What follows belongs to an exercise in optimizing a design on an open flow for small area, a short achievable clock period and few clock cycles; a production flow would make more cautious choices. The RTL was checked by simulation tests, not by an equivalence proof against the original design. Power is estimated from default activity; no workload was simulated.

## flow/design.v (module list and top-level ports; edited modules follow where they fit)
// module jtlvi_core: 1069 lines
// module jtlvi_mem: 104 lines
// module jtlvi_add17: 47 lines
module jtlvi_core (
  input             clk,
  input             rst,         
  input             bus_valid,
  input             bus_we,
  input      [7:0]  bus_addr,
  input      [31:0] bus_wdata,
  output reg        rsp_valid,
  output reg [31:0] rsp_rdata,
  output reg        rsp_err,
  output reg        irq
);
  // ...
==> flow/flow/run.sh <==
#!/bin/bash
set -euo pipefail
bash standard.sh SETUP_SLACK_MARGIN=9.0 ABC_CLOCK_PERIOD_IN_PS=4500 finish > standard_flow.log 2>&1
==> flow/standard.sh <==
#!/bin/bash
# synth_recipe.tcl (not shown) runs the flow's synth.tcl, then flattens the netlist and writes it again
# the make line also repeats each setting of config.mk as NAME=value (left out here)
make -C /OpenROAD-flow-scripts/flow DESIGN_CONFIG=/design/flow/config.mk WORK_HOME=/design/flow/orfs CLKGATE_MAP_FILE= SYNTH_SCRIPT=/design/flow/synth_recipe.tcl "${@:-finish}"
==> flow/config.mk <==
export PLATFORM = sky130hd
export DESIGN_NAME = jtlvi_core
export DESIGN_NICKNAME = jtlvi_core
export VERILOG_FILES = /design/flow/design.v
export SDC_FILE = /design/flow/constraint.sdc
export NUM_CORES = 8
export LEC_CHECK = 0
export CAP_MARGIN = 30
export CORE_MARGIN = 2
export CORE_UTILIZATION = 40
export PLACE_DENSITY = 0.6
export SLEW_MARGIN = 30
==> flow/constraint.sdc <==
create_clock -name core_clock -period 14.0 [get_ports {clk}]
set_input_delay 2.8000 -clock core_clock [delete_from_list [all_inputs] [get_ports {clk}]]
set_output_delay 2.8000 -clock core_clock [all_outputs]
set_load 0.01 [all_outputs]
==> run summary, run 1 <==
H-Tree Level Count: 5
Top cell by count, worst path: nor2_2
DRT iter0 DRCs: 28500
Grt met1 use: 46.8%
Die W: 669 um
Layout area overhead: 16.7%
Placed cell count: 22200
Met2 usage: 54.8%
Period utilization: 39.2%
Root Driver: clkbuf_16
Top cells by area, synth: edfxtp_1 (44%), dfxtp_1 (8.1%), ha_1 (5.4%)
Global placer's final weighted congestion: 1.05
Multi-input gates: 11700
Sequential cell area share: 44.7%
Internal power: 0.0164 W
Register area: 92300 sq um
Met3 routed WL: 119 mm
Max-cap violations: 0
Critical Path Sink Type: register
Crit-path max FO: 7
TNS Setup: 0 ns
Synthesized area per cell: 10.6 sq um
Area leader, netlist: edfxtp_1
Required time worst endpoint: 14.74 ns
Clock transition at path regs: 0.07 ns
Unrepaired setup endpoints after global routing: yes
Minimum clock period after layout: 5.49 ns
R2r setup slk: 8.51 ns
GR peak layer: met2
Status: complete, no violations
IO Port Bufs: 78
Max VDD drop: 0.000126 V
Pwr Density: 104 nW/um^2
Met3 usage: 12.1%
Total gr overflow: 0
Post-Synthesis Cells: 16700
Placement Setup Slack: 5.77 ns
Starting Density: 40.1%
Multi-input combinational area share: 40.1%
Area of the multi-input gates: 82900 sq um
Final std cells w/o fill: 23200
Slew @ Worst Pin: 1.18 ns
Fillers: 40800
Switching Power: 0.00507 W
Compound-cell area share of the yosys netlist: 19.6%
Testbench counts, summed over its fixed seeds: cycles 29,842.
==> module jtlvi_core, before the edit <==
module jtlvi_core (
  input             clk,
  input             rst,         
  input             bus_valid,
  input             bus_we,
  input      [7:0]  bus_addr,
  input      [31:0] bus_wdata,
  output reg        rsp_valid,
  output reg [31:0] rsp_rdata,
  output reg        rsp_err,
  output reg        irq
);
  localparam [31:0] ID_VALUE  = 32'hD40E0100;
  localparam [5:0] R_ID = 6'h00, R_PARAM = 6'h01, R_CTRL = 6'h02, R_STATUS = 6'h03,
                   R_CMD = 6'h04, R_ERRCODE = 6'h05, R_ERRINFO0 = 6'h06,
                   R_ERRINFO1 = 6'h07, R_ERRINFO2 = 6'h08, R_ACC = 6'h09,
                   R_CKFEED = 6'h0A, R_MEMADDR = 6'h0B, R_MEMDATA8 = 6'h0C,
                   R_MEMDATA32 = 6'h0D, R_RESULT0 = 6'h18, R_RESULT1 = 6'h19,
                   R_RESULT2 = 6'h1A;
  localparam [5:0] E_BAD_COMMAND = 6'h01, E_BOUNDS = 6'h02, E_OVERLAP = 6'h03,
                   E_TAG_RANGE = 6'h10, E_TAG_RESERVED = 6'h11, E_VALUE_LENGTH = 6'h12,
                   E_VALUE_BOUNDS = 6'h13, E_VALUE_OVERLAP = 6'h14, E_OVERFLOW = 6'h15,
                   E_DEC_SHORT = 6'h20, E_DEC_MAGIC = 6'h21, E_DEC_CHECKSUM = 6'h22,
                   E_DEC_TRUNC_HEADER = 6'h23, E_DEC_TRUNC_VALUE = 6'h24,
                   E_DEC_CAPACITY = 6'h25;
  localparam [3:0] S_IDLE = 4'd0, S_DISP = 4'd1, S_CS = 4'd2, S_CSW = 4'd3,
                   S_DCK = 4'd4, S_DCHK = 4'd5, S_DW0 = 4'd6, S_DW1 = 4'd7,
                   S_DFIN = 4'd8, S_EV = 4'd9, S_ESZ1 = 4'd10, S_ESZ2 = 4'd11,
                   S_EM = 4'd12, S_CSW1 = 4'd13, S_DCKW = 4'd14, S_CSW2 = 4'd15;
  localparam [3:0] I_HDR = 4'd0, I_D0 = 4'd1, I_D1 = 4'd2, I_V0 = 4'd3, I_V1 = 4'd4,
                   I_V = 4'd5, I_SCAN = 4'd6, I_SNOP = 4'd7, I_SD0 = 4'd8,
                   I_SNOP2 = 4'd9, I_SV0 = 4'd10, I_TAIL = 4'd11, I_NX = 4'd12,
                   I_STOP = 4'd13, I_SC0 = 4'd14;
  localparam [3:0] K_NONE = 4'd0, K_HDR = 4'd1, K_VADDR = 4'd2, K_TV = 4'd3,
                   K_VLVA = 4'd4, K_VAL = 4'd5, K_SCAN = 4'd6, K_TRL = 4'd7,
                   K_PAT = 4'd8, K_ZPAD = 4'd9, K_CKW = 4'd10;
  localparam [3:0] X_HOLD = 4'd0, X_ZERO = 4'd1,
                   X0_CMD = 4'd2, X0_K = 4'd3, X0_A1 = 4'd4, X0_CK = 4'd5, X0_INC = 4'd6,
                   X0_OFF = 4'd7, X0_TOT = 4'd8, X0_EIDX = 4'd9,
                   X2_A1 = 4'd2, X2_T12 = 4'd3, X2_A3 = 4'd4, X2_A6 = 4'd5, X2_RDL = 4'd6,
                   X2_D40E = 4'd7, X2_S = 4'd8, X2_RDA = 4'd9, X2_FLAGS = 4'd10, X2_WL = 4'd11,
                   X2_RDB = 4'd12;
  localparam [4:0] Y_HOLD = 5'd0, Y_ZERO = 5'd1,
                   X1_A0 = 5'd2, X1_A2 = 5'd3, X1_A5 = 5'd4, X1_K = 5'd5, X1_A1 = 5'd6,
                   X1_RDH = 5'd7, X1_CK = 5'd8, X1_DREM = 5'd9, X1_A3 = 5'd10, X1_OFF = 5'd11,
                   X1_RDA = 5'd12, X1_TOT = 5'd13, X1_P = 5'd14, X1_WT = 5'd15, X1_RDB = 5'd16;
  localparam [2:0] W_NONE = 3'd0, W_END0 = 3'd1, W_END1 = 3'd2, W_TH = 3'd3, W_TV = 3'd4,
                   W_CAP = 3'd5;
  reg        ctrl_ie;
  reg        st_busy, st_done, st_busyacc, st_rangeacc;
  reg [31:0] cmd_r;
  reg [5:0]  errcode;
  reg [31:0] x0, x1, x2;
  reg        xv;            
  reg [15:0] acc;
  reg [31:0] mem_addr;
  reg [31:0] a0, a1, a2, a3, a4, a5, a6;
  wire [7:0] opc = cmd_r[7:0];
  reg        op_cs, op_en, op_de;   
  wire       f0  = cmd_r[8];
  wire       f1  = cmd_r[9];
  wire       rsv_ok = (cmd_r[31:10] == 22'd0);
  function [15:0] cstep(input [15:0] a, input [7:0] b);
    cstep = {a[0], a[15:1]} + {8'd0, b};
  endfunction
  reg        pf_v;
  reg [7:0]  pf_b;
  wire [15:0] acc_fed = cstep(acc, pf_b);
  wire [15:0] acc_eff = pf_v ? acc_fed : acc;
  reg [7:0]  ew_a;
  reg [63:0] ew_d;
  reg [3:0]  ew_n;
  reg        ew_wr;         
  reg        ew_ck;         
  reg        ew_ckw;        
  reg [7:0]  cs_b1;
  reg [10:0] cs_p2;
  reg [11:0] cs_p3;
  reg [12:0] cs_p4;
  reg [13:0] cs_p5;
  reg [14:0] cs_p6;
  reg [15:0] cs_p7;
  reg [16:0] cs_p8;
  reg [8:0]  cs_sel;        
  reg        cs_ck;         
  reg        cs_ckw;        
  reg  [3:0]  state;
  reg  [7:0]  pa;
  reg  [4:0]  pw1;           
  reg  [63:0] rd;            
  wire [63:0] win;
  wire [7:0]  wp_a = cs_ckw ? a2[7:0] + 8'd2 : ew_a;
  wire [63:0] wp_d = cs_ckw ? {ck, 48'd0} : ew_d;
  wire [3:0]  wp_n = cs_ckw ? 4'd2 : ew_wr ? ew_n : 4'd0;
  jtlvi_mem u_mem (.clk(clk), .pa(pa), .pw1(pw1), .win(win),
                   .wp_a(wp_a), .wp_d(wp_d), .wp_n(wp_n));
  wire [5:0] widx    = bus_addr[7:2];
  wire       aligned = (bus_addr[1:0] == 2'b00);
  wire       mapped  = (widx <= R_MEMDATA32) || (widx >= 6'h10 && widx <= 6'h16) ||
                       (widx >= R_RESULT0 && widx <= R_RESULT2);
  wire bw = bus_valid && bus_we && !rst;
  wire br = bus_valid && !bus_we && !rst;
  wire [7:0] ahi = 8'd1 << bus_addr[6:4];
  wire       ah7 = !bus_addr[7];
  wire [3:0] alo = (bus_addr[1:0] == 2'b00) ? (4'd1 << bus_addr[3:2]) : 4'd0;
  wire wr_ctrl    = bw && ah7 && ahi[0] && alo[2];
  wire wr_status  = bw && ah7 && ahi[0] && alo[3];
  wire wr_cmd     = bw && ah7 && ahi[1] && alo[0];
  wire wr_acc     = bw && ah7 && ahi[2] && alo[1];
  wire wr_ckfeed  = bw && ah7 && ahi[2] && alo[2];
  wire wr_memaddr = bw && ah7 && ahi[2] && alo[3];
  wire wr_md8     = bw && ah7 && ahi[3] && alo[0];
  wire wr_md32    = bw && ah7 && ahi[3] && alo[1];
  wire rd_md8     = br && ah7 && ahi[3] && alo[0];
  wire rd_md32    = br && ah7 && ahi[3] && alo[1];
  wire [6:0] wr_arg;
  assign wr_arg[0] = bw && ah7 && ahi[4] && alo[0];
  assign wr_arg[1] = bw && ah7 && ahi[4] && alo[1];
  assign wr_arg[2] = bw && ah7 && ahi[4] && alo[2];
  assign wr_arg[3] = bw && ah7 && ahi[4] && alo[3];
  assign wr_arg[4] = bw && ah7 && ahi[5] && alo[0];
  assign wr_arg[5] = bw && ah7 && ahi[5] && alo[1];
  assign wr_arg[6] = bw && ah7 && ahi[5] && alo[2];
  wire wr_gated = wr_cmd || wr_acc || wr_ckfeed || wr_memaddr || wr_md8 || wr_md32 ||
                  (wr_arg != 7'd0);
  wire ma_hi0  = (mem_addr[31:8] == 24'd0);
  wire m8_inr  = ma_hi0;
  wire m32_inr = ma_hi0 && !(mem_addr[7:2] == 6'h3F && mem_addr[1:0] != 2'd0);
  wire srst = wr_ctrl && bus_wdata[1];
  wire errz = (errcode == 6'd0);
  wire m8_ok  = !st_busy && m8_inr;
  wire m32_ok = !st_busy && m32_inr;
  wire [31:0] mdata8  = {24'd0, win[63:56] & {8{m8_ok}}};
  wire [31:0] mdata32 = win[63:32] & {32{m32_ok}};
  wire xres = errz && !st_busy && xv;
  reg [31:0] rg0, rg1, rg2, rg3, rg4, rg5, rg6, rdata;
  always @* begin
    case (bus_addr[3:2])
      2'd0: rg0 = ID_VALUE;
      2'd1: rg0 = 32'd8;
      2'd2: rg0 = {31'd0, ctrl_ie};
      default: rg0 = {27'd0, st_rangeacc, st_busyacc, !errz, st_done, st_busy};
    endcase
    case (bus_addr[3:2])
      2'd0: rg1 = cmd_r;
      2'd1: rg1 = {26'd0, errcode};
      2'd2: rg1 = errz ? 32'd0 : x0;
      default: rg1 = errz ? 32'd0 : x1;
    endcase
    case (bus_addr[3:2])
      2'd0: rg2 = errz ? 32'd0 : x2;
      2'd1: rg2 = {16'd0, acc_eff};
      2'd2: rg2 = 32'd0;
      default: rg2 = mem_addr;
    endcase
    rg3 = 32'd0;
    case (bus_addr[3:2])
      2'd0: rg4 = a0;
      2'd1: rg4 = a1;
      2'd2: rg4 = a2;
      default: rg4 = a3;
    endcase
    case (bus_addr[3:2])
      2'd0: rg5 = a4;
      2'd1: rg5 = a5;
      2'd2: rg5 = a6;
      default: rg5 = 32'd0;
    endcase
    case (bus_addr[3:2])
      2'd0: rg6 = xres ? x0 : 32'd0;
      2'd1: rg6 = xres ? x1 : 32'd0;
      2'd2: rg6 = xres ? x2 : 32'd0;
      default: rg6 = 32'd0;
    endcase
    case (bus_addr[7:4])
      4'h0: rdata = rg0;
      4'h1: rdata = rg1;
      4'h2: rdata = rg2;
      4'h3: rdata = rg3;
      4'h4: rdata = rg4;
      4'h5: rdata = rg5;
      4'h6: rdata = rg6;
      default: rdata = 32'd0;
    endcase
  end
  always @(posedge clk) begin
    if (rst) begin
      rsp_valid <= 1'b0;
      rsp_rdata <= 32'd0;
      rsp_err   <= 1'b0;
    end else begin
      rsp_valid <= bus_valid;
      rsp_err   <= bus_valid && !(aligned && mapped);
      rsp_rdata <= (br && aligned) ? (rdata | ({32{ah7 && ahi[3] && alo[0]}} & mdata8) |
                                          ({32{ah7 && ahi[3] && alo[1]}} & mdata32)) : 32'd0;
    end
  end
  function le256(input [31:0] v);
    le256 = (v[31:9] == 23'd0) && !(v[8] && (v[7:0] != 8'd0));
  endfunction
  function inb(input [31:0] b, input lz, input lle, input [8:0] l9);
    inb = lz || (le256(b) && lle && ({1'b0, b[8:0]} + {1'b0, l9} <= 10'd256));
  endfunction
  function ovl(input [8:0] b1, input lz1, input [8:0] l1, input [8:0] b2, input lz2, input [8:0] l2);
    ovl = !lz1 && !lz2 && ({1'b0, b1} < {1'b0, b2} + {1'b0, l2}) &&
          ({1'b0, b2} < {1'b0, b1} + {1'b0, l1});
  endfunction
  wire a1z = (a1 == 32'd0), a3z = (a3 == 32'd0), a6z = (a6 == 32'd0);
  wire a1t_le = (a1[31:5] == 27'd0) && (a1[4:0] <= 5'd21);
  wire a3t_le = (a3[31:5] == 27'd0) && (a3[4:0] <= 5'd21);
  wire [8:0] a1t = {a1[4:0], 3'b000} + {1'b0, a1[4:0], 2'b00};
  wire [8:0] a3t = {a3[4:0], 3'b000} + {1'b0, a3[4:0], 2'b00};
  reg c_a0a1, c_a0t1, c_a2a3, c_a2t3, c_a5a6, c_oe1, c_oe2, c_od, c_lt4;
  reg [9:0] a23;            
  always @(posedge clk) begin
    a23    <= {1'b0, a2[8:0]} + {1'b0, a3[8:0]};
    c_a0a1 <= !inb(a0, a1z, le256(a1), a1[8:0]);
    c_a0t1 <= !inb(a0, a1z, a1t_le, a1t);
    c_a2a3 <= !inb(a2, a3z, le256(a3), a3[8:0]);
    c_a2t3 <= !inb(a2, a3z, a3t_le, a3t);
    c_a5a6 <= !inb(a5, a6z, le256(a6), a6[8:0]);
    c_oe1  <= ovl(a0[8:0], a1z, a1t, a2[8:0], a3z, a3[8:0]);
    c_oe2  <= ovl(a5[8:0], a6z, a6[8:0], a2[8:0], a3z, a3[8:0]);
    c_od   <= ovl(a0[8:0], a1z, a1[8:0], a2[8:0], a3z, a3t);
    c_lt4  <= (a1 < 32'd4);
  end
  wire [31:0] tx = opc[0] ? a3 : a1;
  wire [32:0] t12s = {1'b0, tx[28:0], 3'b000} + {1'b0, tx[29:0], 2'b00};
  wire [31:0] t12 = ((tx[31:29] != 3'd0) || t12s[32]) ? 32'hFFFFFFFF : t12s[31:0];
  reg [15:0] ck;
  reg [8:0]  cnt;           
  reg        first;         
  reg [8:0]  off;           
  reg [8:0]  rem;           
  reg [8:0]  sbase;         
  reg [23:0] prv;           
  reg        dstall;        
  reg        dlast;         
  wire [4:0] a04w1 = (a0[7:0] + 8'd12) >> 3;    
  reg        wk_act;        
  reg [2:0]  wk_ev;         
  reg [8:0]  hp;            
  reg [5:0]  jrec;
  reg [8:0]  hlen;
  reg [1:0]  wc;            
  reg [4:0]  eidx;          
  reg [5:0]  wrem;          
  reg [5:0]  ev_err;        
  reg [4:0]  ev_idx;        
  reg [12:0] elen;
  reg        vlz, vlle;
  reg [8:0]  vl9;
  reg        et;            
  reg [3:0]  iph;
  reg [3:0]  rk, rkd;       
  reg [3:0]  rkn, rknd;     
  reg [7:0]  wa;            
  reg [7:0]  dp;            
  reg [4:0]  rcnt;          
  reg [7:0]  iva;           
  reg [8:0]  ivr;           
  reg [8:0]  crem;          
  reg [8:0]  prem;          
  reg [8:0]  pwr;           
  reg [7:0]  pra;           
  reg        a6r;           
  reg        tflag;         
  reg [4:0]  si;
  reg [7:0]  sa;
  reg [4:0]  cs_idx;
  reg [7:0]  cs_d;
  reg        found, have_last;
  reg [20:0] best, last;
  reg [31:0] wtl;
  wire [15:0] btag = wtl[31:16];
  reg [15:0] tc0, tc1, tc2, tc3, tc4, tc5, tc6, tc7;
  reg [2:0]  tr0, tr1, tr2, tr3, tr4, tr5, tr6, tr7;
  reg        tcm;           
  reg [2:0]  nq;            
  wire [15:0] ns_tag = wtl[15:0];   
  reg [7:0]  ns_d;
  reg [7:0]  bd;
  wire [16:0] y1 = {1'b0, ck} + {8'd0, cs_b1, 1'b0};
  wire [16:0] y2 = {1'b0, ck} + {6'd0, cs_p2};
  wire [16:0] y3 = {1'b0, ck} + {5'd0, cs_p3};
  wire [16:0] y4 = {1'b0, ck} + {4'd0, cs_p4};
  wire [16:0] y5 = {1'b0, ck} + {3'd0, cs_p5};
  wire [16:0] y6 = {1'b0, ck} + {2'd0, cs_p6};
  wire [16:0] y7 = {1'b0, ck} + {1'd0, cs_p7};
  wire [17:0] y8 = {2'b0, ck} + {1'b0, cs_p8};
  wire g1 = y1[1] ^ y1[16], g2 = y2[2] ^ y2[16], g3 = y3[3] ^ y3[16], g4 = y4[4] ^ y4[16];
  wire g5 = y5[5] ^ y5[16], g6 = y6[6] ^ y6[16];
  wire c1 = ck[0];
  wire k1 = c1;                         
  wire k2 = c1 & g1;
  wire k3 = c1 & g1 & g2;
  wire k4 = c1 & g1 & g2 & g3;
  wire k5 = c1 & g1 & g2 & g3 & g4;
  wire k6 = c1 & g1 & g2 & g3 & g4 & g5;
  wire k7 = c1 & g1 & g2 & g3 & g4 & g5 & g6;
  wire c2 = y1[1] ^ (y1[16] & k1);
  wire c3 = y2[2] ^ (y2[16] & k2);
  wire c4 = y3[3] ^ (y3[16] & k3);
  wire c5 = y4[4] ^ (y4[16] & k4);
  wire c6 = y5[5] ^ (y5[16] & k5);
  wire c7 = y6[6] ^ (y6[16] & k6);
  wire c8 = y7[7] ^ (y7[16] & k7);
  wire       t1 = y1[16] ^ c1;
  wire [1:0] t2 = {1'b0, y2[16]} + {c2, c1};
  wire [2:0] t3 = {2'b0, y3[16]} + {c3, c2, c1};
  wire [3:0] t4 = {3'b0, y4[16]} + {c4, c3, c2, c1};
  wire [4:0] t5 = {4'b0, y5[16]} + {c5, c4, c3, c2, c1};
  wire [5:0] t6 = {5'b0, y6[16]} + {c6, c5, c4, c3, c2, c1};
  wire [6:0] t7 = {6'b0, y7[16]} + {c7, c6, c5, c4, c3, c2, c1};
  wire [7:0] t8 = {6'b0, y8[17:16]} + {c8, c7, c6, c5, c4, c3, c2, c1};
  reg  [15:0] ck_nx;
  always @*
    ck_nx = ({16{cs_sel[1]}} & {t1, y1[15:1]}) | ({16{cs_sel[2]}} & {t2, y2[15:2]}) |
            ({16{cs_sel[3]}} & {t3, y3[15:3]}) | ({16{cs_sel[4]}} & {t4, y4[15:4]}) |
            ({16{cs_sel[5]}} & {t5, y5[15:5]}) | ({16{cs_sel[6]}} & {t6, y6[15:6]}) |
            ({16{cs_sel[7]}} & {t7, y7[15:7]}) | ({16{cs_sel[8]}} & {t8, y8[15:8]}) |
            ({16{cs_sel[0]}} & ck);
  wire [3:0]  sn8 = (cnt >= 9'd8) ? 4'd8 : {1'b0, cnt[2:0]};
  wire        slast8 = (cnt <= 9'd8);
  wire [3:0]  vn = (crem >= 9'd8) ? 4'd8 : {1'b0, crem[2:0]};
  wire [20:0] skey = {rd[47:32], cs_idx};
  wire        scond = (!have_last || skey > last) && (!found || skey < best);
  wire [20:0] best_nx = scond ? skey : best;
  reg  [63:0] em_d;
  reg  [3:0]  em_n;
  always @* begin
    em_d = 64'd0;
    em_n = 4'd0;
    case (rkd)
      K_HDR:  begin em_d = {32'hD40E0000, 32'd0}; em_n = 4'd4; end
      K_TV:   begin em_d = {rd[47:32], rd[15:0], 32'd0}; em_n = 4'd4; end
      K_VLVA: begin em_d = {btag, rd[47:32], 32'd0}; em_n = 4'd4; end
      K_VAL:  begin em_d = rd; em_n = vn; end
      K_TRL:  begin em_d = {32'hFFFF0000, 32'd0}; em_n = 4'd4; end
      K_PAT:  begin
        em_n = rknd;
        if (a6[8:0] == 9'd1)      em_d = {8{rd[63:56]}};
        else if (a6[8:0] == 9'd2) em_d = {4{rd[63:48]}};
        else if (a6[8:0] == 9'd4) em_d = {2{rd[63:32]}};
        else                      em_d = rd;
      end
      K_ZPAD: begin em_d = 64'd0; em_n = rknd; end
      default: ;
    endcase
  end
  wire [3:0] prem8 = (prem >= 9'd8) ? 4'd8 : {1'b0, prem[2:0]};
  wire [3:0] pwr8  = (pwr >= 9'd8) ? 4'd8 : {1'b0, pwr[2:0]};
  wire [3:0] pcap  = a6r ? 4'd8 : pwr8;
  wire [3:0] pn    = (prem8 < pcap) ? prem8 : pcap;
  wire        a4nz  = (a4 != 32'd0);
  wire        a4big = (a4[31:13] != 19'd0);
  wire        enc_t = f1 || (a4nz && (a4big || (elen < a4[12:0])));
  wire        usep  = a4nz && (a4big || (elen < a4[12:0]));
  wire [31:0] enc_tot = usep ? a4 : {19'd0, elen};
  wire        enc_ovf = usep ? (a4 > a3) : ({19'd0, elen} > a3);
  wire [8:0]  enc_p = usep ? (a4[8:0] - elen[8:0]) : 9'd0;
  wire [8:0]  drem  = rem;                       
  wire        d_end = (rem == 9'd0);
  wire        d_th  = (rem < 9'd4);
  wire [8:0]  drem4 = drem - 9'd4;
  wire        d_cap = (a3 == {26'd0, x0[5:0]});
  wire [87:0] wwin = {prv, dstall ? {tc0, tc1, tc2, tc3} : rd};
  reg  [31:0] hdr;
  always @*
    case (off[2:0])
      3'd5: hdr = wwin[87:56];
      3'd6: hdr = wwin[79:48];
      3'd7: hdr = wwin[71:40];
      3'd0: hdr = wwin[63:32];
      3'd1: hdr = wwin[55:24];
      3'd2: hdr = wwin[47:16];
      3'd3: hdr = wwin[39:8];
      default: hdr = wwin[31:0];
    endcase
  wire        h_due = wk_act && (off <= sbase + 9'd4);
  wire        h_two = h_due && !d_end && !d_th && (off <= sbase) && (hdr[15:2] == 14'd0);
  wire        h_tv  = ({7'd0, drem4} < hdr[15:0]);
  wire [31:0] wA = rd[63:32], wB = rd[31:0];
  wire        bval = (wrem >= 6'd2);
  wire [5:0]  tag_err_A = (wA[31:16] != 16'd0) ? E_TAG_RANGE :
                          (wA[15:0] == 16'hFFFF) ? E_TAG_RESERVED : 6'd0;
  wire [5:0]  tag_err_B = (wB[31:16] != 16'd0) ? E_TAG_RANGE :
                          (wB[15:0] == 16'hFFFF) ? E_TAG_RESERVED : 6'd0;
  wire [5:0]  len_err_A = (wA[31:16] != 16'd0) ? E_VALUE_LENGTH : 6'd0;
  wire [5:0]  len_err_B = (wB[31:16] != 16'd0) ? E_VALUE_LENGTH : 6'd0;
  wire        lzA = (wA == 32'd0), lleA = le256(wA);
  function ovl_out(input [8:0] b1, input lz1, input [8:0] l1);
    ovl_out = !lz1 && !a3z && ({1'b0, b1} < a23) && ({1'b0, a2[8:0]} < {1'b0, b1} + {1'b0, l1});
  endfunction
  wire [5:0]  adr_err_A = !inb(wA, vlz, vlle, vl9) ? E_VALUE_BOUNDS :
                          ovl_out(wA[8:0], vlz, vl9) ? E_VALUE_OVERLAP : 6'd0;
  wire [5:0]  adr_err_B = !inb(wB, lzA, lleA, wA[8:0]) ? E_VALUE_BOUNDS :
                          ovl_out(wB[8:0], lzA, wA[8:0]) ? E_VALUE_OVERLAP : 6'd0;
  wire [5:0]  errA = (wc == 2'd0) ? tag_err_A : (wc == 2'd1) ? len_err_A : adr_err_A;
  wire [4:0]  tqn_i = (wc == 2'd0) ? eidx : eidx + 5'd1;
  wire        tqn_v = ((wc == 2'd0) || (wc == 2'd2 && bval)) && (tqn_i[4:3] == 2'd0);
  reg         tq_v;
  reg  [15:0] tin;
  reg  [2:0]  tin_i;
  wire [7:0]  tgt = {tc7 > tin, tc6 > tin, tc5 > tin, tc4 > tin,
                     tc3 > tin, tc2 > tin, tc1 > tin, tc0 > tin};
  wire [7:0]  tlt = (8'd1 << tin_i) - 8'd1;            
  wire [7:0]  tinc = tgt & tlt;
  wire [7:0]  tle  = ~tgt & tlt;
  wire [2:0]  trank = tle[0] + tle[1] + tle[2] + tle[3] + tle[4] + tle[5] + tle[6];
  wire [7:0]  tvalid = (a1[4:0] >= 5'd8) ? 8'hFF : ((8'd1 << a1[2:0]) - 8'd1);
  wire [7:0]  qsel = tvalid & {tr7 == nq, tr6 == nq, tr5 == nq, tr4 == nq,
                               tr3 == nq, tr2 == nq, tr1 == nq, tr0 == nq};
  wire [15:0] qtag = ({16{qsel[0]}} & tc0) | ({16{qsel[1]}} & tc1) | ({16{qsel[2]}} & tc2) |
                     ({16{qsel[3]}} & tc3) | ({16{qsel[4]}} & tc4) | ({16{qsel[5]}} & tc5) |
                     ({16{qsel[6]}} & tc6) | ({16{qsel[7]}} & tc7);
  wire [6:0]  q12 = ({7{qsel[1]}} & 7'd12) | ({7{qsel[2]}} & 7'd24) | ({7{qsel[3]}} & 7'd36) |
                    ({7{qsel[4]}} & 7'd48) | ({7{qsel[5]}} & 7'd60) | ({7{qsel[6]}} & 7'd72) |
                    ({7{qsel[7]}} & 7'd84);
  wire [5:0]  errB = !bval ? 6'd0 : (wc == 2'd0) ? len_err_B : (wc == 2'd1) ? adr_err_B : tag_err_B;
  reg        ie_n, done_n;  
  reg        hw_w, hw_4;    
  reg [7:0]  pa_n;          
  reg [4:0]  pw1_n;         
  reg        pe;            
  reg [3:0]  xs0, xs2;      
  reg [4:0]  xs1;           
  reg [2:0]  kv0;           
  reg        kv1;           
  reg        sb;            
  reg [4:0]  xe;            
  reg [63:0] st_d;          
  reg [3:0]  st_n;
  reg        st_wr, st_ck, st_ckw;
  reg [7:0]  st_a;
  wire [16:0] sp2, sp3, sp4, sp5, sp6, sp7, sp8, sq34, sq56, sq78, sq57, sq58;
  jtlvi_add17 u_s2  (.x({8'd0, ew_d[63:56], 1'b0}), .y({7'd0, ew_d[55:48], 2'b00}), .s(sp2));
  jtlvi_add17 u_s34 (.x({6'd0, ew_d[47:40], 3'b000}), .y({5'd0, ew_d[39:32], 4'b0000}), .s(sq34));
  jtlvi_add17 u_s56 (.x({4'd0, ew_d[31:24], 5'd0}), .y({3'd0, ew_d[23:16], 6'd0}), .s(sq56));
  jtlvi_add17 u_s78 (.x({2'd0, ew_d[15:8], 7'd0}), .y({1'd0, ew_d[7:0], 8'd0}), .s(sq78));
  jtlvi_add17 u_s57 (.x(sq56), .y({2'd0, ew_d[15:8], 7'd0}), .s(sq57));
  jtlvi_add17 u_s58 (.x(sq56), .y(sq78), .s(sq58));
  jtlvi_add17 u_s3  (.x(sp2), .y({6'd0, ew_d[47:40], 3'b000}), .s(sp3));
  jtlvi_add17 u_s4  (.x(sp2), .y(sq34), .s(sp4));
  jtlvi_add17 u_s5  (.x(sp4), .y({4'd0, ew_d[31:24], 5'd0}), .s(sp5));
  jtlvi_add17 u_s6  (.x(sp4), .y(sq56), .s(sp6));
  jtlvi_add17 u_s7  (.x(sp4), .y(sq57), .s(sp7));
  jtlvi_add17 u_s8  (.x(sp4), .y(sq58), .s(sp8));
  always @(posedge clk) begin
    ie_n = ctrl_ie; done_n = st_done;
    pa_n = pa;
    pw1_n = pw1; pe = 1'b0;
    xs0 = X_HOLD; xs1 = X_HOLD; xs2 = X_HOLD;
    kv0 = 3'd0; kv1 = 1'b0; sb = 1'b0; xe = 5'd0;
    st_d = 64'd0; st_n = 4'd0; st_wr = 1'b0; st_ck = 1'b0; st_ckw = 1'b0; st_a = wa;
    hw_w = 1'b0; hw_4 = 1'b0;
      if (pf_v) acc <= acc_fed;
      pf_v <= 1'b0;
      if (wr_ctrl) ie_n = bus_wdata[0];
      if (wr_status) begin
        if (bus_wdata[1]) done_n = 1'b0;
        if (bus_wdata[3]) st_busyacc  <= 1'b0;
        if (bus_wdata[4]) st_rangeacc <= 1'b0;
      end
      if (st_busy && (wr_gated || rd_md8 || rd_md32)) st_busyacc <= 1'b1;
      if (!st_busy) begin
        if (wr_cmd) begin
          cmd_r   <= bus_wdata;
          op_cs   <= (bus_wdata[7:0] == 8'h01) && (bus_wdata[31:10] == 22'd0) && !bus_wdata[9];
          op_en   <= (bus_wdata[7:0] == 8'h02) && (bus_wdata[31:10] == 22'd0);
          op_de   <= (bus_wdata[7:0] == 8'h03) && (bus_wdata[31:8] == 24'd0);
          done_n  = 1'b0;
          errcode <= 6'd0;
          st_busy <= 1'b1;
          state   <= S_DISP;
          setpa(a0[7:0]);
        end
        if (wr_acc)    acc <= bus_wdata[15:0];
        if (wr_ckfeed) begin pf_v <= 1'b1; pf_b <= bus_wdata[7:0]; end
        if (wr_memaddr) begin
          mem_addr <= bus_wdata;
          setpa(bus_wdata[7:0]);
        end
        if (wr_md8 || rd_md8) begin
          if (m8_inr) begin
            mem_addr <= {23'd0, mem_addr[8:0] + 9'd1};
            setpa(mem_addr[7:0] + 8'd1);
          end else st_rangeacc <= 1'b1;
        end
        if (wr_md32 || rd_md32) begin
          if (m32_inr) begin
            mem_addr <= {23'd0, mem_addr[8:0] + 9'd4};
            setpa(mem_addr[7:0] + 8'd4);
          end else st_rangeacc <= 1'b1;
        end
        if (wr_md8 && m8_inr) begin
          hw_w = 1'b1; hw_4 = 1'b0;
        end
        if (wr_md32 && m32_inr) begin
          hw_w = 1'b1; hw_4 = 1'b1;
        end
        if (wr_arg[0]) a0 <= bus_wdata;
        if (wr_arg[1]) a1 <= bus_wdata;
        if (wr_arg[2]) a2 <= bus_wdata;
        if (wr_arg[3]) a3 <= bus_wdata;
        if (wr_arg[4]) a4 <= bus_wdata;
        if (wr_arg[5]) a5 <= bus_wdata;
        if (wr_arg[6]) a6 <= bus_wdata;
      end
      rd   <= win;
      rkd  <= rk;
      rknd <= rkn;
      case (state)
        S_IDLE: ;
        S_DISP: begin
          xs0 = X_ZERO; xs1 = X_ZERO; xs2 = X_ZERO;
          setpe(pa + 8'd8);
          if (op_cs) begin
            if (c_a0a1) begin
              kv0 = 3'd1; fail(E_BOUNDS, X0_K, X1_A0, X2_A1);
            end else begin
              cnt   <= a1[8:0];
              state <= a1z ? S_CSW : S_CS;    
            end
          end else if (op_en) begin
            if (c_a0t1) begin
              kv0 = 3'd2; fail(E_BOUNDS, X0_K, X1_A0, X2_T12);
            end else if (c_a2a3) begin
              kv0 = 3'd3; fail(E_BOUNDS, X0_K, X1_A2, X2_A3);
            end else if (c_a5a6) begin
              kv0 = 3'd4; fail(E_BOUNDS, X0_K, X1_A5, X2_A6);
            end else if (c_oe1) begin
              kv0 = 3'd2; fail(E_OVERLAP, X0_K, X1_K, X_ZERO);
            end else if (c_oe2) begin
              kv0 = 3'd4; fail(E_OVERLAP, X0_K, X1_K, X_ZERO);
            end else begin
              wc     <= 2'd0;
              eidx   <= 5'd0;
              wrem   <= {1'b0, a1[4:0]} + {a1[4:0], 1'b0};    
              ev_err <= 6'd0;
              elen   <= 13'd4;
              state  <= a1z ? S_ESZ1 : S_EV;
            end
          end else if (op_de) begin
            if (c_a0a1) begin
              kv0 = 3'd6; fail(E_BOUNDS, X0_K, X1_A0, X2_A1);
            end else if (c_a2t3) begin
              kv0 = 3'd7; fail(E_BOUNDS, X0_K, X1_A2, X2_T12);
            end else if (c_od) begin
              kv0 = 3'd6; kv1 = 1'b1; fail(E_OVERLAP, X0_K, X1_K, X_ZERO);
            end else if (c_lt4)
              fail(E_DEC_SHORT, X0_A1, X_ZERO, X_ZERO);
            else begin
              cnt   <= a1[8:0];
              first <= 1'b1;
              off   <= 9'd4;
              rem   <= a1[8:0] - 9'd4;
              sbase <= 9'd0;
              dstall <= 1'b0;
              wk_act <= 1'b1;
              wk_ev <= W_NONE;
              state <= S_DCK;
            end
          end else begin
            fail(E_BAD_COMMAND, X0_CMD, X_ZERO, X_ZERO);
          end
        end
        S_CS: begin
          cnt  <= cnt - {5'd0, sn8};
          setpe(pa + 8'd8);
          st_d = rd; st_n = sn8; st_ck = 1'b1;
          if (slast8) state <= S_CSW1;
        end
        S_CSW1: state <= S_CSW2;
        S_CSW2: state <= S_CSW;
        S_CSW: begin
          acc <= ck;
          xs0 = X0_CK; xs1 = X1_A1;
          finish();
        end
        S_DCK: begin
          if (h_due) begin
            if (d_end) begin
              wk_act <= 1'b0; wk_ev <= W_END0;
            end else if (d_th) begin
              wk_act <= 1'b0; wk_ev <= W_TH;
            end else if (hdr[31:16] == 16'hFFFF) begin
              wk_act <= 1'b0; wk_ev <= W_END1;
            end else if (h_tv) begin
              wk_act <= 1'b0; wk_ev <= W_TV; wtl <= hdr;
            end else if (d_cap) begin
              wk_act <= 1'b0; wk_ev <= W_CAP;
            end else begin
              xs0 = X0_INC;
              off <= off + 9'd4 + hdr[8:0];
              rem <= rem - 9'd4 - hdr[8:0];
            end
          end
          if (dstall) begin
            dstall <= 1'b0;
            sbase  <= sbase + 9'd8;
            prv    <= {tc2[7:0], tc3};
            if (dlast) begin
              setpe(a0[7:0] + 8'd4);
              state <= S_DCKW;
            end else
              setpe(pa + 8'd8);
          end else begin
            first <= 1'b0;
            if (first) begin
              xs1 = X1_RDH;                      
              xs2 = X2_RDL;                      
            end
            cnt <= cnt - {5'd0, sn8};
            st_d = first ? {rd[63:48], 16'd0, rd[31:0]} : rd; st_n = sn8; st_ck = 1'b1;
            tc0 <= rd[63:48]; tc1 <= rd[47:32]; tc2 <= rd[31:16]; tc3 <= rd[15:0];
            dlast <= slast8;
            if (h_two) begin
              dstall <= 1'b1;
            end else begin
              sbase <= sbase + 9'd8;
              prv   <= rd[23:0];
              if (slast8)
                state <= S_DCKW;
            end
            pe = 1'b0;
            pa_n  = h_two ? pa : slast8 ? a0[7:0] + 8'd4 : {pw1, pa[2:0]};
            pw1_n = h_two ? pw1 : slast8 ? a04w1 : pw1 + 5'd1;
          end
        end
        S_DCKW: begin
          first <= 1'b1;                         
          if (first) state <= S_DCHK;
        end
        S_DCHK: begin
          if (x1[15:0] != 16'hD40E)
            fail(E_DEC_MAGIC, X_ZERO, X_HOLD, X2_D40E);
          else if (ck != x2[15:0])
            fail(E_DEC_CHECKSUM, X_ZERO, X1_CK, X_HOLD);
          else if (wk_act ? !d_end : (wk_ev == W_TH))
            fail(E_DEC_TRUNC_HEADER, X0_OFF, X1_DREM, X_ZERO);
          else if (!wk_act && wk_ev == W_TV)
            fail(E_DEC_TRUNC_VALUE, X0_OFF, X1_WT, X2_WL);
          else if (!wk_act && wk_ev == W_CAP)
            fail(E_DEC_CAPACITY, X0_OFF, X1_A3, X_ZERO);
          else
            end_pass0(!wk_act && wk_ev == W_END1);
        end
        S_DW0: begin
          st_d = {16'd0, rd[63:48], 16'd0, rd[47:32]}; st_n = 4'd8; st_wr = 1'b1;
          hlen  <= rd[40:32];
          pa_n  = hp[7:0] + rd[39:32];
          pw1_n = (hp[7:0] + 8'd8 + rd[39:32]) >> 3; pe = 1'b0;
          state <= S_DW1;
        end
        S_DW1: begin
          st_d = {23'd0, hp, 32'd0}; st_n = 4'd4; st_wr = 1'b1;
          hp   <= hp + 9'd4 + hlen;
          jrec <= jrec + 6'd1;
          state <= (jrec + 6'd1 == x0[5:0]) ? S_DFIN : S_DW0;
        end
        S_DFIN: begin
          acc <= ck;
          finish();
        end
        S_EV: begin
          if (ev_err != 6'd0) begin
            xe = ev_idx;
            fail(ev_err, X0_EIDX, X_HOLD, X_HOLD);
          end
          else begin
            setpe(pa + 8'd8);
            wrem <= wrem - 6'd2;
            ev_err <= (errA != 6'd0) ? errA : errB;
            ev_idx <= (errA != 6'd0 || wc != 2'd2) ? eidx : eidx + 5'd1;
            case (wc)
              2'd0: begin                        
                xs1 = X1_RDA;
                xs2 = (errA != 6'd0) ? X_ZERO : X2_RDB;
                vlz  <= (wB == 32'd0);
                vlle <= le256(wB);
                vl9  <= wB[8:0];
                wc   <= 2'd2;
              end
              2'd1: begin                        
                xs2 = (errA != 6'd0) ? X2_RDA : X2_RDB;
                vlz  <= lzA;
                vlle <= lleA;
                vl9  <= wA[8:0];
                if (bval) begin
                  elen <= elen + 13'd4 + {4'd0, wA[8:0]};
                  eidx <= eidx + 5'd1;
                end
                wc   <= 2'd0;
              end
              default: begin                     
                xs1 = (errA != 6'd0) ? X_HOLD : X1_RDB;
                xs2 = (errA != 6'd0) ? X2_RDA : X_ZERO;
                elen <= elen + 13'd4 + {4'd0, vl9};
                eidx <= eidx + 5'd1;
                wc   <= 2'd1;
              end
            endcase
            if (wrem <= 6'd2) state <= S_ESZ1;
          end
        end
        S_ESZ1: begin
          if (ev_err != 6'd0) begin
            xe = ev_idx;
            fail(ev_err, X0_EIDX, X_HOLD, X_HOLD);
          end
          else begin
            et    <= enc_t;
            elen  <= elen + (enc_t ? 13'd4 : 13'd0);
            state <= S_ESZ2;
          end
        end
        S_ESZ2: begin
          if (enc_ovf)
            fail(E_OVERFLOW, X_ZERO, X1_TOT, X2_A3);
          else begin
            xs0 = X0_TOT; xs1 = X1_P; xs2 = X2_FLAGS;
            wa    <= a2[7:0];
            iph   <= I_HDR;
            rk    <= K_NONE;
            rkd   <= K_NONE;
            rcnt  <= 5'd0;
            dp    <= a0[7:0];
            have_last <= 1'b0;
            tcm   <= f0 && (a1[4:0] <= 5'd8);
            nq    <= 3'd0;
            tflag <= et;
            prem  <= enc_p;
            pwr   <= a6[8:0];
            pra   <= a5[7:0];
            a6r   <= a6z || (a6[8:0] == 9'd1) || (a6[8:0] == 9'd2) || (a6[8:0] == 9'd4);
            si    <= 5'd0;
            sa    <= a0[7:0];
            state <= S_EM;
          end
        end
        S_EM: begin
          wtl[15:0] <= qtag;
          ns_d   <= a0[7:0] + {1'b0, q12};
          case (rkd)
            K_TV:   crem <= rd[8:0];
            K_VLVA: crem <= rd[40:32];
            K_VAL:  crem <= crem - {5'd0, vn};
            K_SCAN: begin
              if (scond) begin
                best  <= skey;
                bd    <= cs_d;
                found <= 1'b1;
              end
            end
            default: ;
          endcase
          if (rkd == K_SCAN) begin
            cs_idx <= cs_idx + 5'd1;
            cs_d   <= cs_d + 8'd12;
          end else begin
            cs_idx <= 5'd0;
            cs_d   <= a0[7:0];
            found  <= 1'b0;
          end
          if (rkd == K_CKW) begin
            st_ckw = 1'b1;
          end else begin
            st_d = em_d; st_n = em_n; st_wr = 1'b1; st_ck = 1'b1;
          end
          if (cs_ckw) begin
            acc <= ck;
            finish();
          end
          rk  <= K_NONE;
          rkn <= 4'd0;
          case (iph)
            I_HDR: begin
              rk  <= K_HDR;
              iph <= a1z ? I_TAIL : !f0 ? I_D0 : tcm ? I_SC0 : I_SCAN;
            end
            I_D0: begin setpe(dp + 8'd8); rk <= K_VADDR; iph <= I_D1; end
            I_D1: begin setpe(dp);        rk <= K_TV;    iph <= I_V0; end
            I_V0: begin
              setpa(rd[39:32]);
              rk  <= K_VAL;
              iva <= rd[39:32] + 8'd8;
              iph <= I_V1;
            end
            I_V1: begin
              if (rd[8:0] > 9'd8) begin
                setpe(iva);
                rk  <= K_VAL;
                iva <= iva + 8'd8;
                ivr <= rd[8:0] - 9'd16;
                iph <= (rd[8:0] > 9'd16) ? I_V : I_NX;
              end else
                start_next();
            end
            I_V: begin
              setpe(iva);
              rk  <= K_VAL;
              iva <= iva + 8'd8;
              ivr <= ivr - 9'd8;
              if (ivr <= 9'd8) iph <= I_NX;
            end
            I_NX: start_next();
            I_SCAN: begin
              setpe(sa);
              rk <= K_SCAN;
              sa <= sa + 8'd12;
              si <= si + 5'd1;
              if (si + 5'd1 == a1[4:0]) iph <= I_SNOP;
            end
            I_SNOP: iph <= I_SD0;
            I_SD0: begin
              pa_n  = scond ? (cs_d + 8'd4) : (bd + 8'd4);
              pw1_n = scond ? ((cs_d + 8'd12) >> 3) : ((bd + 8'd12) >> 3); pe = 1'b0;
              rk <= K_VLVA;
              wtl[31:16] <= best_nx[20:5];
              last <= best_nx;
              have_last <= 1'b1;
              iph <= I_SNOP2;
            end
            I_SNOP2: iph <= I_SV0;
            I_SC0: sorted_cached();
            I_SV0: begin
              if (rd[40:32] != 9'd0) begin
                setpa(rd[7:0]);
                rk  <= K_VAL;
                iva <= rd[7:0] + 8'd8;
                ivr <= rd[40:32] - 9'd8;
                iph <= (rd[40:32] > 9'd8) ? I_V : I_NX;
              end else
                start_next();
            end
            I_TAIL: tail_issue();
            default: ;
          endcase
        end
        default: state <= S_IDLE;
      endcase
    tq_v  <= (state == S_EV) && (ev_err == 6'd0) && tqn_v;
    tin   <= (wc == 2'd0) ? wA[15:0] : wB[15:0];
    tin_i <= tqn_i[2:0];
    if (tq_v) begin
      if (tinc[0]) tr0 <= tr0 + 3'd1;
      if (tinc[1]) tr1 <= tr1 + 3'd1;
      if (tinc[2]) tr2 <= tr2 + 3'd1;
      if (tinc[3]) tr3 <= tr3 + 3'd1;
      if (tinc[4]) tr4 <= tr4 + 3'd1;
      if (tinc[5]) tr5 <= tr5 + 3'd1;
      if (tinc[6]) tr6 <= tr6 + 3'd1;
      case (tin_i)
        3'd0: begin tc0 <= tin; tr0 <= trank; end
        3'd1: begin tc1 <= tin; tr1 <= trank; end
        3'd2: begin tc2 <= tin; tr2 <= trank; end
        3'd3: begin tc3 <= tin; tr3 <= trank; end
        3'd4: begin tc4 <= tin; tr4 <= trank; end
        3'd5: begin tc5 <= tin; tr5 <= trank; end
        3'd6: begin tc6 <= tin; tr6 <= trank; end
        default: begin tc7 <= tin; tr7 <= trank; end
      endcase
    end
    if (rst || srst) begin
      ie_n        = 1'b0;
      st_busy     <= 1'b0;
      done_n      = 1'b0;
      st_busyacc  <= 1'b0;
      st_rangeacc <= 1'b0;
      cmd_r       <= 32'd0;
      errcode     <= 6'd0;
      xv          <= 1'b0;
      acc         <= 16'd0;
      pf_v        <= 1'b0;
      mem_addr    <= 32'd0;
      a0 <= 32'd0; a1 <= 32'd0; a2 <= 32'd0; a3 <= 32'd0;
      a4 <= 32'd0; a5 <= 32'd0; a6 <= 32'd0;
      state       <= S_IDLE;
      setpa(8'd0);
    end
    ctrl_ie <= ie_n;
    st_done <= done_n;
    irq     <= ie_n & done_n;
    pa  <= pa_n;
    pw1 <= pe ? pa_n[7:3] + 5'd1 : pw1_n;
    if (hw_w) begin
      ew_a   <= mem_addr[7:0];
      ew_d   <= hw_4 ? {bus_wdata, 32'd0} : {bus_wdata[7:0], 56'd0};
      ew_n   <= hw_4 ? 4'd4 : 4'd1;
      ew_wr  <= 1'b1;
      ew_ck  <= 1'b0;
      ew_ckw <= 1'b0;
    end else begin
      ew_a   <= st_a;
      ew_d   <= st_d;
      ew_n   <= st_n;
      ew_wr  <= st_wr;
      ew_ck  <= st_ck;
      ew_ckw <= st_ckw;
    end
    cs_b1  <= ew_d[63:56];
    cs_p2  <= sp2;
    cs_p3  <= sp3;
    cs_p4  <= sp4;
    cs_p5  <= sp5;
    cs_p6  <= sp6;
    cs_p7  <= sp7;
    cs_p8  <= sp8;
    cs_sel <= 9'd1 << ew_n;
    cs_ck  <= ew_ck;
    cs_ckw <= ew_ckw;
    if (st_wr) wa <= wa + {4'd0, st_n};
    if (cs_ck) ck <= ck_nx;
    if (state == S_DISP) ck <= (op_cs && f0) ? acc : 16'd0;
    if (state == S_ESZ2) ck <= 16'd0;
    case (xs0)
      X_ZERO:  x0 <= 32'd0;
      X0_CMD:  x0 <= cmd_r;
      X0_K:    x0 <= {29'd0, kv0};
      X0_A1:   x0 <= a1;
      X0_CK:   x0 <= {16'd0, ck};
      X0_INC:  x0 <= x0 + 32'd1;
      X0_OFF:  x0 <= {23'd0, off};
      X0_TOT:  x0 <= enc_tot;
      X0_EIDX: x0 <= {27'd0, xe};
      default: ;
    endcase
    case (xs1)
      X_ZERO:  x1 <= 32'd0;
      X1_A0:   x1 <= a0;
      X1_A2:   x1 <= a2;
      X1_A5:   x1 <= a5;
      X1_K:    x1 <= kv1 ? 32'd7 : 32'd3;
      X1_A1:   x1 <= a1;
      X1_RDH:  x1 <= {16'd0, rd[63:48]};
      X1_CK:   x1 <= {16'd0, ck};
      X1_DREM: x1 <= {23'd0, drem};
      X1_A3:   x1 <= a3;
      X1_OFF:  x1 <= {23'd0, off};
      X1_RDA:  x1 <= wA;
      X1_TOT:  x1 <= enc_tot;
      X1_P:    x1 <= {23'd0, enc_p};
      X1_WT:   x1 <= {16'd0, wtl[31:16]};
      X1_RDB:  x1 <= wB;
      default: ;
    endcase
    case (xs2)
      X_ZERO:   x2 <= 32'd0;
      X2_A1:    x2 <= a1;
      X2_T12:   x2 <= t12;
      X2_A3:    x2 <= a3;
      X2_A6:    x2 <= a6;
      X2_RDL:   x2 <= {16'd0, rd[47:32]};
      X2_D40E:  x2 <= 32'h0000D40E;
      X2_S:     x2 <= {31'd0, sb};
      X2_RDA:   x2 <= wA;
      X2_FLAGS: x2 <= {30'd0, et & !f1, et};
      X2_WL:    x2 <= {16'd0, wtl[15:0]};
      X2_RDB:   x2 <= wB;
      default: ;
    endcase
  end
  task fail(input [5:0] code, input [3:0] s0, input [4:0] s1, input [3:0] s2);
    begin
      errcode <= code;
      xs0     = s0;
      xs1     = s1;
      xs2     = s2;
      finish();
    end
  endtask
  task setpa(input [7:0] x);
    begin
      pa_n  = x;
      pw1_n = x[7:3] + 5'd1;
      pe    = 1'b0;
    end
  endtask
  task setpe(input [7:0] x);
    begin
      pa_n  = x;
      pe    = 1'b1;
    end
  endtask
  task finish;
    begin
      xv      <= 1'b1;
      st_busy <= 1'b0;
      done_n  = 1'b1;
      state   <= S_IDLE;
      setpe(mem_addr[7:0]);
    end
  endtask
  task end_pass0(input s);
    begin
      xs1 = X1_OFF;
      xs2 = X2_S;
      sb  = s;
      if (x0[5:0] == 6'd0) begin
        acc <= ck;
        finish();
      end else begin
        hp    <= a0[8:0] + 9'd8;
        jrec  <= 6'd0;
        wa    <= a2[7:0];
        state <= S_DW0;
      end
    end
  endtask
  task start_next;
    begin
      if (rcnt + 5'd1 == a1[4:0]) begin
        iph <= I_TAIL;
        tail_issue();
      end else begin
        rcnt <= rcnt + 5'd1;
        if (f0 && tcm)
          sorted_cached();
        else if (f0) begin
          setpe(a0[7:0]);
          rk  <= K_SCAN;
          sa  <= a0[7:0] + 8'd12;
          si  <= 5'd1;
          iph <= I_SCAN;
        end else begin
          setpe(dp + 8'd20);
          rk  <= K_VADDR;
          dp  <= dp + 8'd12;
          iph <= I_D1;
        end
      end
    end
  endtask
  task sorted_cached;
    begin
      setpe(ns_d + 8'd4);
      rk   <= K_VLVA;
      wtl[31:16] <= ns_tag;
      nq   <= nq + 3'd1;
      iph  <= I_SNOP2;
    end
  endtask
  task tail_issue;
    begin
      if (tflag) begin
        rk    <= K_TRL;
        tflag <= 1'b0;
      end else if (prem == 9'd0) begin
        rk  <= K_CKW;
        iph <= I_STOP;
      end else begin
        rk   <= a6z ? K_ZPAD : K_PAT;
        setpe(pra);
        rkn  <= pn;
        prem <= prem - {5'd0, pn};
        if (!a6r) begin
          if (pwr == {5'd0, pn}) begin
            pwr <= a6[8:0];
            pra <= a5[7:0];
          end else begin
            pwr <= pwr - {5'd0, pn};
            pra <= pra + {4'd0, pn};
          end
        end
      end
    end
  endtask
endmodule
==> run 2: changes to the inputs <==
--- a/flow/design.v
+++ b/flow/design.v
@@ -83,15 +83,14 @@
   reg [16:0] cs_p8;
   reg [8:0]  cs_sel;        
   reg        cs_ck;         
-  reg        cs_ckw;        
   reg  [3:0]  state;
   reg  [7:0]  pa;
   reg  [4:0]  pw1;           
   reg  [63:0] rd;            
   wire [63:0] win;
-  wire [7:0]  wp_a = cs_ckw ? a2[7:0] + 8'd2 : ew_a;
-  wire [63:0] wp_d = cs_ckw ? {ck, 48'd0} : ew_d;
-  wire [3:0]  wp_n = cs_ckw ? 4'd2 : ew_wr ? ew_n : 4'd0;
+  wire [7:0]  wp_a = ew_a;
+  wire [63:0] wp_d = ew_ckw ? {ck, 48'd0} : ew_d;
+  wire [3:0]  wp_n = ew_wr ? ew_n : 4'd0;
   jtlvi_mem u_mem (.clk(clk), .pa(pa), .pw1(pw1), .win(win),
                    .wp_a(wp_a), .wp_d(wp_d), .wp_n(wp_n));
   wire [5:0] widx    = bus_addr[7:2];
@@ -419,6 +418,9 @@
                     ({7{qsel[7]}} & 7'd84);
   wire [5:0]  errB = !bval ? 6'd0 : (wc == 2'd0) ? len_err_B : (wc == 2'd1) ? adr_err_B : tag_err_B;
   reg        ie_n, done_n;  
+  reg [3:0]  state_n;       
+  reg        f_cs, f_dck, f_dw0, f_dw1, f_em;    
+  reg        ckw_pend;      
   reg        hw_w, hw_4;    
   reg [7:0]  pa_n;          
   reg [4:0]  pw1_n;         
@@ -447,7 +449,7 @@
   jtlvi_add17 u_s7  (.x(sp4), .y(sq57), .s(sp7));
   jtlvi_add17 u_s8  (.x(sp4), .y(sq58), .s(sp8));
   always @(posedge clk) begin
-    ie_n = ctrl_ie; done_n = st_done;
+    ie_n = ctrl_ie; done_n = st_done; state_n = state;
     pa_n = pa;
     pw1_n = pw1; pe = 1'b0;
     xs0 = X_HOLD; xs1 = X_HOLD; xs2 = X_HOLD;
@@ -472,7 +474,7 @@
           done_n  = 1'b0;
           errcode <= 6'd0;
           st_busy <= 1'b1;
-          state   <= S_DISP;
+          state_n = S_DISP;
           setpa(a0[7:0]);
         end
         if (wr_acc)    acc <= bus_wdata[15:0];
@@ -520,7 +522,7 @@
               kv0 = 3'd1; fail(E_BOUNDS, X0_K, X1_A0, X2_A1);
             end else begin
               cnt   <= a1[8:0];
-              state <= a1z ? S_CSW : S_CS;    
+              state_n = a1z ? S_CSW : S_CS;    
             end
           end else if (op_en) begin
             if (c_a0t1) begin
@@ -539,7 +541,7 @@
               wrem   <= {1'b0, a1[4:0]} + {a1[4:0], 1'b0};    
               ev_err <= 6'd0;
               elen   <= 13'd4;
-              state  <= a1z ? S_ESZ1 : S_EV;
+              state_n = a1z ? S_ESZ1 : S_EV;
             end
           end else if (op_de) begin
             if (c_a0a1) begin
@@ -559,7 +561,7 @@
               dstall <= 1'b0;
               wk_act <= 1'b1;
               wk_ev <= W_NONE;
-              state <= S_DCK;
+              state_n = S_DCK;
             end
           end else begin
             fail(E_BAD_COMMAND, X0_CMD, X_ZERO, X_ZERO);
@@ -568,11 +570,10 @@
         S_CS: begin
           cnt  <= cnt - {5'd0, sn8};
           setpe(pa + 8'd8);
-          st_d = rd; st_n = sn8; st_ck = 1'b1;
-          if (slast8) state <= S_CSW1;
+          if (slast8) state_n = S_CSW1;
         end
-        S_CSW1: state <= S_CSW2;
-        S_CSW2: state <= S_CSW;
+        S_CSW1: state_n = S_CSW2;
+        S_CSW2: state_n = S_CSW;
         S_CSW: begin
           acc <= ck;
           xs0 = X0_CK; xs1 = X1_A1;
@@ -602,7 +603,7 @@
             prv    <= {tc2[7:0], tc3};
             if (dlast) begin
               setpe(a0[7:0] + 8'd4);
-              state <= S_DCKW;
+              state_n = S_DCKW;
             end else
               setpe(pa + 8'd8);
           end else begin
@@ -612,7 +613,6 @@
               xs2 = X2_RDL;                      
             end
             cnt <= cnt - {5'd0, sn8};
-            st_d = first ? {rd[63:48], 16'd0, rd[31:0]} : rd; st_n = sn8; st_ck = 1'b1;
             tc0 <= rd[63:48]; tc1 <= rd[47:32]; tc2 <= rd[31:16]; tc3 <= rd[15:0];
             dlast <= slast8;
             if (h_two) begin
@@ -621,7 +621,7 @@
               sbase <= sbase + 9'd8;
               prv   <= rd[23:0];
               if (slast8)
-                state <= S_DCKW;
+                state_n = S_DCKW;
             end
             pe = 1'b0;
             pa_n  = h_two ? pa : slast8 ? a0[7:0] + 8'd4 : {pw1, pa[2:0]};
@@ -630,7 +630,7 @@
         end
         S_DCKW: begin
           first <= 1'b1;                         
-          if (first) state <= S_DCHK;
+          if (first) state_n = S_DCHK;
         end
         S_DCHK: begin
           if (x1[15:0] != 16'hD40E)
@@ -647,17 +647,15 @@
             end_pass0(!wk_act && wk_ev == W_END1);
         end
         S_DW0: begin
-          st_d = {16'd0, rd[63:48], 16'd0, rd[47:32]}; st_n = 4'd8; st_wr = 1'b1;
           hlen  <= rd[40:32];
           pa_n  = hp[7:0] + rd[39:32];
           pw1_n = (hp[7:0] + 8'd8 + rd[39:32]) >> 3; pe = 1'b0;
-          state <= S_DW1;
+          state_n = S_DW1;
         end
         S_DW1: begin
-          st_d = {23'd0, hp, 32'd0}; st_n = 4'd4; st_wr = 1'b1;
           hp   <= hp + 9'd4 + hlen;
           jrec <= jrec + 6'd1;
-          state <= (jrec + 6'd1 == x0[5:0]) ? S_DFIN : S_DW0;
+          state_n = (jrec + 6'd1 == x0[5:0]) ? S_DFIN : S_DW0;
         end
         S_DFIN: begin
           acc <= ck;
@@ -701,7 +699,7 @@
                 wc   <= 2'd1;
               end
             endcase
-            if (wrem <= 6'd2) state <= S_ESZ1;
+            if (wrem <= 6'd2) state_n = S_ESZ1;
           end
         end
         S_ESZ1: begin
@@ -712,7 +710,7 @@
           else begin
             et    <= enc_t;
             elen  <= elen + (enc_t ? 13'd4 : 13'd0);
-            state <= S_ESZ2;
+            state_n = S_ESZ2;
           end
         end
         S_ESZ2: begin
@@ -727,6 +725,7 @@
             rcnt  <= 5'd0;
             dp    <= a0[7:0];
             have_last <= 1'b0;
+            ckw_pend <= 1'b0;
             tcm   <= f0 && (a1[4:0] <= 5'd8);
             nq    <= 3'd0;
             tflag <= et;
@@ -736,7 +735,7 @@
             a6r   <= a6z || (a6[8:0] == 9'd1) || (a6[8:0] == 9'd2) || (a6[8:0] == 9'd4);
             si    <= 5'd0;
             sa    <= a0[7:0];
-            state <= S_EM;
+            state_n = S_EM;
           end
         end
         S_EM: begin
@@ -763,12 +762,8 @@
             cs_d   <= a0[7:0];
             found  <= 1'b0;
           end
-          if (rkd == K_CKW) begin
-            st_ckw = 1'b1;
-          end else begin
-            st_d = em_d; st_n = em_n; st_wr = 1'b1; st_ck = 1'b1;
-          end
-          if (cs_ckw) begin
+          ckw_pend <= (rkd == K_CKW);
+          if (ew_ckw) begin
             acc <= ck;
             finish();
           end
@@ -838,7 +833,7 @@
             default: ;
           endcase
         end
-        default: state <= S_IDLE;
+        default: state_n = S_IDLE;
       endcase
     tq_v  <= (state == S_EV) && (ev_err == 6'd0) && tqn_v;
     tin   <= (wc == 2'd0) ? wA[15:0] : wB[15:0];
@@ -876,7 +871,7 @@
       mem_addr    <= 32'd0;
       a0 <= 32'd0; a1 <= 32'd0; a2 <= 32'd0; a3 <= 32'd0;
       a4 <= 32'd0; a5 <= 32'd0; a6 <= 32'd0;
-      state       <= S_IDLE;
+      state_n     = S_IDLE;
       setpa(8'd0);
     end
     ctrl_ie <= ie_n;
@@ -884,6 +879,31 @@
     irq     <= ie_n & done_n;
     pa  <= pa_n;
     pw1 <= pe ? pa_n[7:3] + 5'd1 : pw1_n;
+    if (f_cs) begin
+      st_d = rd; st_n = sn8; st_ck = 1'b1;
+    end
+    if (f_dck && !dstall) begin
+      st_d = first ? {rd[63:48], 16'd0, rd[31:0]} : rd; st_n = sn8; st_ck = 1'b1;
+    end
+    if (f_dw0) begin
+      st_d = {16'd0, rd[63:48], 16'd0, rd[47:32]}; st_n = 4'd8; st_wr = 1'b1;
+    end
+    if (f_dw1) begin
+      st_d = {23'd0, hp, 32'd0}; st_n = 4'd4; st_wr = 1'b1;
+    end
+    if (f_em) begin
+      if (ckw_pend) begin
+        st_a = a2[7:0] + 8'd2; st_n = 4'd2; st_wr = 1'b1; st_ckw = 1'b1;
+      end else begin
+        st_d = em_d; st_n = em_n; st_wr = 1'b1; st_ck = 1'b1;
+      end
+    end
+    state <= state_n;
+    f_cs  <= (state_n == S_CS);
+    f_dck <= (state_n == S_DCK);
+    f_dw0 <= (state_n == S_DW0);
+    f_dw1 <= (state_n == S_DW1);
+    f_em  <= (state_n == S_EM);
     if (hw_w) begin
       ew_a   <= mem_addr[7:0];
       ew_d   <= hw_4 ? {bus_wdata, 32'd0} : {bus_wdata[7:0], 56'd0};
@@ -909,7 +929,6 @@
     cs_p8  <= sp8;
     cs_sel <= 9'd1 << ew_n;
     cs_ck  <= ew_ck;
-    cs_ckw <= ew_ckw;
     if (st_wr) wa <= wa + {4'd0, st_n};
     if (cs_ck) ck <= ck_nx;
     if (state == S_DISP) ck <= (op_cs && f0) ? acc : 16'd0;
@@ -988,7 +1007,7 @@
       xv      <= 1'b1;
       st_busy <= 1'b0;
       done_n  = 1'b1;
-      state   <= S_IDLE;
+      state_n = S_IDLE;
       setpe(mem_addr[7:0]);
     end
   endtask
@@ -1004,7 +1023,7 @@
         hp    <= a0[8:0] + 9'd8;
         jrec  <= 6'd0;
         wa    <= a2[7:0];
-        state <= S_DW0;
+        state_n = S_DW0;
       end
     end
   endtask
==> run summary, run 2 <==
Area leader, netlist: edfxtp_1 (unchanged)
Register area: 92400 sq um (was 92300 sq um)
Pwr Density: 155 nW/um^2 (was 104 nW/um^2)
Crit-path max FO: 14 (was 7)
Maximum root-to-sink buffer count: 4 (unchanged)
Max VDD drop: 0.000162 V (was 0.000126 V)
Synthesized area per cell: 10.6 sq um (about the same)
Hold Fails Final Rpt: 0 (unchanged)
WS Path Type: reg -> reg (unchanged)
Fillers: 40700 (was 40800)
Total gr overflow: 0 (unchanged)
Initial antenna violation count: 102 (was 97)
Root Driver: clkbuf_16 (unchanged)
Layout cells sized above 1: 14.2% (was 15.0%)
Clock transition at path regs: 0.06 ns (was 0.07 ns)
Slew @ Worst Pin: 1.22 ns (was 1.18 ns)
Minimum clock period after layout: 5.27 ns (was 5.49 ns)
Total power: 0.0317 W (was 0.0215 W)
Top cells by area, synth: edfxtp_1 (44%), dfxtp_1 (8.1%), ha_1 (5.4%) (unchanged)
H-Tree Level Count: 5 (unchanged)
TNS Setup: 0 ns (unchanged)
Main flop type after synthesis: edfxtp_1 (unchanged)
Period utilization: 37.7% (was 39.2%)
DRT iter0 DRCs: 27200 (was 28500)
Unrepaired setup endpoints after global routing: yes (unchanged)
Switching Power: 0.0121 W (was 0.00507 W)
Required time worst endpoint: 14.71 ns (was 14.74 ns)
Die ar.: 448000 sq um (was 447000 sq um)
Global placer's final weighted congestion: 1.05 (about the same)
Post-synth top area share: 44.0% (about the same)
Worst skew pair latency: 1.10 ns (was 1.08 ns)
Vias: 157000 (about the same)
Critical Path Sink Type: register (unchanged)
IO Port Bufs: 78 (unchanged)
Area of the multi-input gates: 81500 sq um (was 82900 sq um)
Status: complete, no violations (unchanged)
Worst Hold Depth: 0 (unchanged)
R2r setup slk: 8.73 ns (was 8.51 ns)
DRC violations left: 0 (unchanged)
Die W: 669 um (about the same)
Internal power: 0.0196 W (was 0.0164 W)
DRT Wirelength: 897 mm (was 887 mm)
Vias in the first global route: 143000 (about the same)
Layout area overhead: 15.5% (was 16.7%)
Post-Synthesis Cells: 16700 (about the same)
Tot GR Track Use: 38.2% (was 38.1%)
Vias per cell: 6.77 (was 6.80)
Starting Density: 40.1% (about the same)
Max-cap violations: 0 (unchanged)
## run 2: worst max path at each step
stage / startpoint / to / slack, ns / cells past startpoint
finish: rd[4] / pw1[2] / 8.73 / 19
global route: rst / pw1[4] / 8.62 / 17
CTS: bus_addr[7] / pw1[2] / 8.77 / 17
detailed placement: bus_addr[4] / pw1[4] / 5.89 / 15
global placement: bus_addr[4] / pw1[4] / 5.99 / 15
floorplan: bus_addr[5] / pw1[2] / 8.12 / 15
## run 2: layout make-up
class | instances | area share, %
Sequential cell | 3313 | 45.2
Inverter | 468 | 0.885
Tap cell | 5904 | 3.61
Multi-Input combinational cell | 11700 | 39.9
Clock inverter | 209 | 1.08
Clock buffer | 458 | 4.87
Antenna cell | 89 | 0.109
Timing Repair Buffer | 1002 | 4.39
## run 2: metrics by stage
step	hold WS, ns	cell area (sq um)	worst slack (ns)	std cells
2_1_floorplan	0.310	177000	8.12	16700
3_3_place_gp	0.436	187000	5.99	22200
3_5_place_dp	0.441	188000	5.89	22200
4_1_cts	0.445	202000	8.77	23000
5_1_grt	0.452	204000	8.62	23100
6_report	0.452	204000	8.73	23200
## run 2: worst max-delay path: stages, from the launching register on
cell,delay (ns)
dfxtp_1,0.32
buf_6,0.38
inv_1,0.08
buf_4,0.27
ha_1,0.32
nor4b_1,0.18
a22oi_1,0.34
o221ai_1,0.21
a32oi_1,0.20
buf_4,0.33
nor2_1,0.15
buf_4,0.26
a221oi_1,0.51
nand3_1,0.39
a21o_1,0.30
o21a_1,0.22
ha_4,0.18
xor2_1,0.15
nand2_1,0.09
a21oi_2,0.06
## run 2: cell families (layout without fill, tap and decap cells)
| logic type | count (synthesis) | count (layout) | share of synthesized area [%] |
|---|---|---|---|
| and+or+nand+nor | 4542 | 4542 | 11.8 |
| DFF | 3313 | 3313 | 52.1 |
| other | 1 | 91 | 0.00212 |
| AOI/OAI and AO/OA | 5218 | 5220 | 20.0 |
| buffers and inverters | 1633 | 2137 | 3.61 |
| muxes | 504 | 504 | 3.36 |
| xor gates and xnor gates | 650 | 650 | 3.23 |
| adders and majority gates | 812 | 812 | 5.95 |
## run 2: what timing repair did
item / CTS / global route
buffers inserted: 86 / 90
endpoints found under the setup margin: 876 / 453
pin swaps: 47 / 62
gates resized for setup: 306 / 197
cloned: 11 / 3
## run 2: metal layers
metal	up-vias	track usage (%)	share of wire [%]
li1	64100	-	-
met1	77500	47.2	36
met2	12300	55.6	42
met3	3010	11.9	13
met4	48	29.4	9.2
met5	-	0.0106	0.037
## run 2: power groups by stage
stage          Clock [W]  Combinational, W  Sequential (W)
2_1_floorplan          0           0.00430          0.0115
3_3_place_gp           0           0.00893          0.0117
3_5_place_dp           0           0.00899          0.0117
4_1_cts           0.0100           0.00928          0.0115
5_1_grt           0.0104            0.0101          0.0115
6_report          0.0100            0.0101          0.0116
Testbench counts of run 2, summed over its fixed seeds: cycles 29,842.

## re-timing with driven ports
In the flow no input, the clock included, has a driving cell. The finished layouts below were timed again as built, in two steps. Step 1, drivers: a clkbuf_16 drives clk and a buf_2 each remaining input, both assumed. Step 2 times the ports against the registers' clock, not the clock port: input delays grow and output delays shrink by t, the midpoint of the rising clock arrivals with the driver on. a / b / c = ideal / step 1 / step 2; a / b = the first two.
run | shift t [ns] | setup slack, ns | worst hold slack (ns) | cell pins on the clock port's net
run 1 | 1.136 | 8.505 / 8.505 / 7.440 | 0.329 / 0.329 / 0.329 | 1
run 2 | 1.150 | 8.727 / 8.709 / 7.559 | 0.452 / 0.452 / 0.452 | 1
After both steps every run listed still meets setup and hold. For run 2, which loses most, drivers alone change the setup slack by -0.018 ns; drivers and shift together by -1.168 ns.
